From an optimization exercise on the open Yosys and OpenROAD flow, aimed at small area, a short achievable clock period and few clock cycles per item; shortcuts taken in it are not production practice.
The RTL was checked by simulation tests, not by an equivalence proof against the original design.

lane 1:
==> flow/design.v (excerpt) <==
module plc_blk_codec (
    input  wire        clk,
    input  wire        rst,
    input  wire        tx_cmd_valid,
    output wire        tx_cmd_ready,
    input  wire [15:0] tx_cmd_ssn,
    input  wire [8:0]  tx_cmd_boff,
    input  wire        tx_cmd_bflag,
    input  wire        tx_cmd_long,
    input  wire        tx_in_valid,
    output wire        tx_in_ready,
    input  wire [31:0] tx_in_data,
    output wire        tx_out_valid,
    input  wire        tx_out_ready,
    output wire [31:0] tx_out_data,
    output wire        tx_out_last,
    input  wire        rx_in_valid,
    output wire        rx_in_ready,
    input  wire [31:0] rx_in_data,
    input  wire        rx_in_long,
    output wire        rx_res_valid,
    input  wire        rx_res_ready,
    output wire        rx_res_ok,
    output wire        rx_res_fmterr,
    output wire [31:0] rx_res_hdr
);
Size: roughly 1000 cells after synthesis, ~160 flip-flops, ~170 I/O pins, about 11000 µm² of cells after synthesis.
export LEC_CHECK = 0
export CAP_MARGIN = 20
export CORE_MARGIN = 2
export CORE_UTILIZATION = 50
export CTS_BUF_LIST = sky130_fd_sc_hd__clkbuf_4 sky130_fd_sc_hd__clkbuf_8
export CTS_CLUSTER_SIZE = 20
export PLACE_DENSITY = 0.7
export SETUP_SLACK_MARGIN = 2.45
export SLEW_MARGIN = 20
export DONT_USE_CELLS = sky130_fd_sc_hd__xor3_1 sky130_fd_sc_hd__xor3_2 sky130_fd_sc_hd__xor3_4 sky130_fd_sc_hd__xnor3_1 sky130_fd_sc_hd__xnor3_2 sky130_fd_sc_hd__xnor3_4
create_clock -name core_clock -period 5.0 [get_ports {clk}]
standard.sh (not shown) runs the stock make flow with config.mk's settings and CLKGATE_MAP_FILE= SYNTH_SCRIPT=/design/flow/synth_recipe.tcl, a recipe that flattens the netlist after the stock synthesis.
==> flow/flow/run.sh <==
#!/bin/bash
# Standard ORFS layout with a few extra ORFS settings passed to make.
set -euo pipefail
# keep three-input XOR cells out of the mapping: two-input XORs are smaller
# and faster for the CRC networks
echo 'export DONT_USE_CELLS = sky130_fd_sc_hd__xor3_1 sky130_fd_sc_hd__xor3_2 sky130_fd_sc_hd__xor3_4 sky130_fd_sc_hd__xnor3_1 sky130_fd_sc_hd__xnor3_2 sky130_fd_sc_hd__xnor3_4' >> config.mk
bash standard.sh BUFFER_PORTS_ARGS=-buffer_cell\ sky130_fd_sc_hd__buf_1 finish > standard.log 2>&1
Testbench counts of lane 1, summed over its fixed seeds: cycles 5,579, items 96.
[inputs] lane 2 vs lane 1
- a change of PLACE_DENSITY from 0.7 to 0.75
- a change of CORE_UTILIZATION from 50 to 60
- a change of SETUP_SLACK_MARGIN from 2.45 to 2.35
Results
The sum of net half-perimeters after detailed placement of lane 1 and that of lane 2 are within noise of each other. For lane 1, the critical path capture point was tx_in_ready, unlike lane 2, where it was u_rx.x[20]. Summary of lane 2 over lane 1: cell count lost 3.5%, met2 capacity usage during global routing picked up an extra 4.2 points. A routing layer with the top usage in global route of met2 is what lane 1 shows, while met1 belongs to lane 2.
Relative to lane 2, the following input files were edited for lane 3:
- changing SETUP_SLACK_MARGIN from 2.35 to 2.45
Results
- Delta (lane 3 minus lane 2): core occupancy in the finished layout moved up; total track usage moved up; non-clock buffer total of the final layout moved up; final worst setup slack moved up.
- Delta (lane 3 minus lane 2): fraction of met2 tracks used by global routing now sits higher; fmax now sits higher.
- Smallest hold slack (lower): lane 3
- Compared lane 3 vs lane 2, and total wire length is up in lane 3.
Setup changes, lane 3 to lane 4
- SETUP_SLACK_MARGIN: 2.45 -> 2.5
- CTS_CLUSTER_SIZE: 20 -> 30
- CORE_UTILIZATION: 60 -> 40
- PLACE_DENSITY: 0.75 -> 0.6
--- outcome ---
Lane 3 → lane 4: buffering overhead went up; global-route wire length before repair rose 4.1%; total number of vias barely changed; number of global-route vias before repair higher. Diff lane 4 and lane 3: total detailed-routing wirelength higher in lane 4. Between lane 4 and lane 3, data required time of the worst path is lower for lane 4, lane 3 comes in above that.

* * *

## garnet
plc_blk_codec, a different RTL version from the one above (not shown whole).
For scale: ~1200 cells after synthesis, roughly 160 flip-flops, about 170 I/O pins, roughly 11000 um2 of cells after synthesis.
// plc_blk_codec
module plc_blk_codec (
    input  wire        clk,
    input  wire        rst,
    input  wire        tx_cmd_valid,
    output wire        tx_cmd_ready,
    input  wire [15:0] tx_cmd_ssn,
    input  wire [8:0]  tx_cmd_boff,
    input  wire        tx_cmd_bflag,
    input  wire        tx_cmd_long,
    input  wire        tx_in_valid,
    output wire        tx_in_ready,
    input  wire [31:0] tx_in_data,
    output wire        tx_out_valid,
    input  wire        tx_out_ready,
    output wire [31:0] tx_out_data,
    output wire        tx_out_last,
    input  wire        rx_in_valid,
    output wire        rx_in_ready,
    input  wire [31:0] rx_in_data,
    input  wire        rx_in_long,
    output wire        rx_res_valid,
    input  wire        rx_res_ready,
    output wire        rx_res_ok,
    output wire        rx_res_fmterr,
    output wire [31:0] rx_res_hdr
);
    plc_blk_tx u_tx (
        .clk(clk), .rst(rst),
        .cmd_valid(tx_cmd_valid), .cmd_ready(tx_cmd_ready),
        .cmd_ssn(tx_cmd_ssn), .cmd_boff(tx_cmd_boff),
        .cmd_bflag(tx_cmd_bflag), .cmd_long(tx_cmd_long),
        .in_valid(tx_in_valid), .in_ready(tx_in_ready), .in_data(tx_in_data),
        .out_valid(tx_out_valid), .out_ready(tx_out_ready),
        .out_data(tx_out_data), .out_last(tx_out_last)
    );
    plc_blk_rx u_rx (
        .clk(clk), .rst(rst),
        .in_valid(rx_in_valid), .in_ready(rx_in_ready),
        .in_data(rx_in_data), .in_long(rx_in_long),
        .res_valid(rx_res_valid), .res_ready(rx_res_ready),
        .res_ok(rx_res_ok), .res_fmterr(rx_res_fmterr), .res_hdr(rx_res_hdr)
    );
endmodule
clock: 5.0 ns
lec_check: 0
cap_margin: 20
core_margin: 2
core_utilization: 60
cts_buf_list: sky130_fd_sc_hd__clkbuf_4 sky130_fd_sc_hd__clkbuf_8
cts_cluster_size: 20
place_density: 0.75
setup_slack_margin: 2.65
slew_margin: 20
dont_use_cells: sky130_fd_sc_hd__xor3_1 sky130_fd_sc_hd__xor3_2 sky130_fd_sc_hd__xor3_4 sky130_fd_sc_hd__xnor3_1 sky130_fd_sc_hd__xnor3_2 sky130_fd_sc_hd__xnor3_4
Scripts as last shown in full above: flow/flow/run.sh
Testbench counts of garnet, summed over its fixed seeds: cycles 5,579, items 96.
[inputs] amber vs garnet
# garnet
export LEC_CHECK = 0
export CAP_MARGIN = 20
export CORE_MARGIN = 2
export CORE_UTILIZATION = 60
export CTS_BUF_LIST = sky130_fd_sc_hd__clkbuf_4 sky130_fd_sc_hd__clkbuf_8
export CTS_CLUSTER_SIZE = 20
export PLACE_DENSITY = 0.75
export SETUP_SLACK_MARGIN = 2.65
export SLEW_MARGIN = 20
export DONT_USE_CELLS = sky130_fd_sc_hd__xor3_1 sky130_fd_sc_hd__xor3_2 sky130_fd_sc_hd__xor3_4 sky130_fd_sc_hd__xnor3_1 sky130_fd_sc_hd__xnor3_2 sky130_fd_sc_hd__xnor3_4
create_clock -name core_clock -period 5.0 [get_ports {clk}]
# amber
export LEC_CHECK = 0
export CAP_MARGIN = 20
export CORE_MARGIN = 2
export CORE_UTILIZATION = 50
export CTS_BUF_LIST = sky130_fd_sc_hd__clkbuf_4 sky130_fd_sc_hd__clkbuf_8
export CTS_CLUSTER_SIZE = 20
export PLACE_DENSITY = 0.7
export SETUP_SLACK_MARGIN = 2.65
export SLEW_MARGIN = 20
export DONT_USE_CELLS = sky130_fd_sc_hd__xor3_1 sky130_fd_sc_hd__xor3_2 sky130_fd_sc_hd__xor3_4 sky130_fd_sc_hd__xnor3_1 sky130_fd_sc_hd__xnor3_2 sky130_fd_sc_hd__xnor3_4
create_clock -name core_clock -period 5.0 [get_ports {clk}]
--- outcome ---
Relative to garnet, the placed instance count of amber is higher by 3.4%.
Multi-input logic cell count delta (amber -> garnet): insignificant
Non-clock buffer count in amber is about 4.6% lower than in garnet
tx_in_ready as the capture point of the critical path was reported by amber, and rx_in_ready by garnet.
Looking at worst hold slack across garnet and amber, the one that comes out higher is garnet.
[compare] base=garnet new=amber: global-route usage shrank by 4.6 points, aggregate routed wire length went down about 1.2%.
amber against garnet: count of routing violations after the opening detailed-route iteration dropped about 10%; clock period minus final worst setup slack shows no meaningful change.
Inputs modified between amber and onyx:
# amber
export LEC_CHECK = 0
export CAP_MARGIN = 20
export CORE_MARGIN = 2
export CORE_UTILIZATION = 50
export CTS_BUF_LIST = sky130_fd_sc_hd__clkbuf_4 sky130_fd_sc_hd__clkbuf_8
export CTS_CLUSTER_SIZE = 20
export PLACE_DENSITY = 0.7
export SETUP_SLACK_MARGIN = 2.65
export SLEW_MARGIN = 20
export DONT_USE_CELLS = sky130_fd_sc_hd__xor3_1 sky130_fd_sc_hd__xor3_2 sky130_fd_sc_hd__xor3_4 sky130_fd_sc_hd__xnor3_1 sky130_fd_sc_hd__xnor3_2 sky130_fd_sc_hd__xnor3_4
create_clock -name core_clock -period 5.0 [get_ports {clk}]
# onyx
export LEC_CHECK = 0
export CAP_MARGIN = 20
export CORE_MARGIN = 2
export CORE_UTILIZATION = 50
export CTS_BUF_LIST = sky130_fd_sc_hd__clkbuf_4 sky130_fd_sc_hd__clkbuf_8
export CTS_CLUSTER_SIZE = 20
export PLACE_DENSITY = 0.7
export SETUP_SLACK_MARGIN = 2.45
export SLEW_MARGIN = 20
export DONT_USE_CELLS = sky130_fd_sc_hd__xor3_1 sky130_fd_sc_hd__xor3_2 sky130_fd_sc_hd__xor3_4 sky130_fd_sc_hd__xnor3_1 sky130_fd_sc_hd__xnor3_2 sky130_fd_sc_hd__xnor3_4
create_clock -name core_clock -period 5.0 [get_ports {clk}]
Findings:
Across amber and onyx, none had a timing, DRC or antenna violation.
Taking amber as the reference, in onyx synthesized net count saw little to no change; footprint of the flip-flops and latches saw little to no change.
Post-route fraction of the period consumed by the critical path on onyx is up relative to amber.
| final core area utilization | onyx vs amber | 0.63 points lower |
What fjord does differently from onyx at the input level:
# onyx
export LEC_CHECK = 0
export CAP_MARGIN = 20
export CORE_MARGIN = 2
export CORE_UTILIZATION = 50
export CTS_BUF_LIST = sky130_fd_sc_hd__clkbuf_4 sky130_fd_sc_hd__clkbuf_8
export CTS_CLUSTER_SIZE = 20
export PLACE_DENSITY = 0.7
export SETUP_SLACK_MARGIN = 2.45
export SLEW_MARGIN = 20
export DONT_USE_CELLS = sky130_fd_sc_hd__xor3_1 sky130_fd_sc_hd__xor3_2 sky130_fd_sc_hd__xor3_4 sky130_fd_sc_hd__xnor3_1 sky130_fd_sc_hd__xnor3_2 sky130_fd_sc_hd__xnor3_4
create_clock -name core_clock -period 5.0 [get_ports {clk}]
# fjord
export LEC_CHECK = 0
export CAP_MARGIN = 20
export CORE_MARGIN = 2
export CORE_UTILIZATION = 50
export CTS_BUF_LIST = sky130_fd_sc_hd__clkbuf_8 sky130_fd_sc_hd__clkbuf_16
export CTS_CLUSTER_DIAMETER = 400
export CTS_CLUSTER_SIZE = 50
export PLACE_DENSITY = 0.7
export SETUP_SLACK_MARGIN = 2.65
export SLEW_MARGIN = 20
export DONT_USE_CELLS = sky130_fd_sc_hd__xor3_1 sky130_fd_sc_hd__xor3_2 sky130_fd_sc_hd__xor3_4 sky130_fd_sc_hd__xnor3_1 sky130_fd_sc_hd__xnor3_2 sky130_fd_sc_hd__xnor3_4
create_clock -name core_clock -period 5.0 [get_ports {clk}]
Results
fjord against onyx: worst setup slack for register-to-register paths rose 200 ps; worst setup slack climbed 29 ps; filler cell count in the final layout -114. Comparing fjord against onyx, there is no change at all in largest fanout on the critical path. onyx → fjord: number of ordinary and repair buffers in the finished layout climbed 13, fraction of final layout cells sized beyond drive strength 1 climbed 2.5 points. Of onyx and fjord, the run reporting the lower clock latency at the later pin of the worst-skew pair was fjord. Comparing onyx with fjord, the placed cell area came out essentially unchanged.

re-timing with driven ports:
The results above use ideal ports. As a check the final layouts listed here were re-extracted and re-timed, cells and wires unchanged. Step 1 (the two cells are an assumption about what drives the block):
set clk [get_ports {clk}]
set_driving_cell -lib_cell sky130_fd_sc_hd__clkbuf_16 $clk
set_driving_cell -lib_cell sky130_fd_sc_hd__buf_2 [delete_from_list [all_inputs] $clk]
Step 2 also shifts input and output timing later by t, the mid clock arrival at the registers, as if the neighbouring blocks saw the same clock. Three values: ideal, step 1, step 2; two values: the first two.
run | shift t [ns] | setup WS [ns] | slew at the worst register clock pin (ns)
lane 1 | 0.510 | 2.554 / 2.532 / 2.180 | 0.10 / 0.10
lane 2 | 0.522 | 2.390 / 2.390 / 1.967 | 0.11 / 0.11
lane 3 | 0.502 | 2.468 / 2.468 / 2.154 | 0.10 / 0.10
lane 4 | 0.504 | 2.545 / 2.493 / 2.252 | 0.11 / 0.11
garnet | 0.507 | 2.590 / 2.559 / 2.168 | 0.10 / 0.10
amber | 0.504 | 2.592 / 2.554 / 2.276 | 0.10 / 0.10
onyx | 0.498 | 2.541 / 2.519 / 2.159 | 0.10 / 0.10
fjord | 0.477 | 2.570 / 2.532 / 2.354 | 0.07 / 0.07
After both steps every run listed still meets setup and hold. The setup slack of lane 2, which loses most, moves by 0.000 ns with the drivers and by -0.423 ns with both steps.
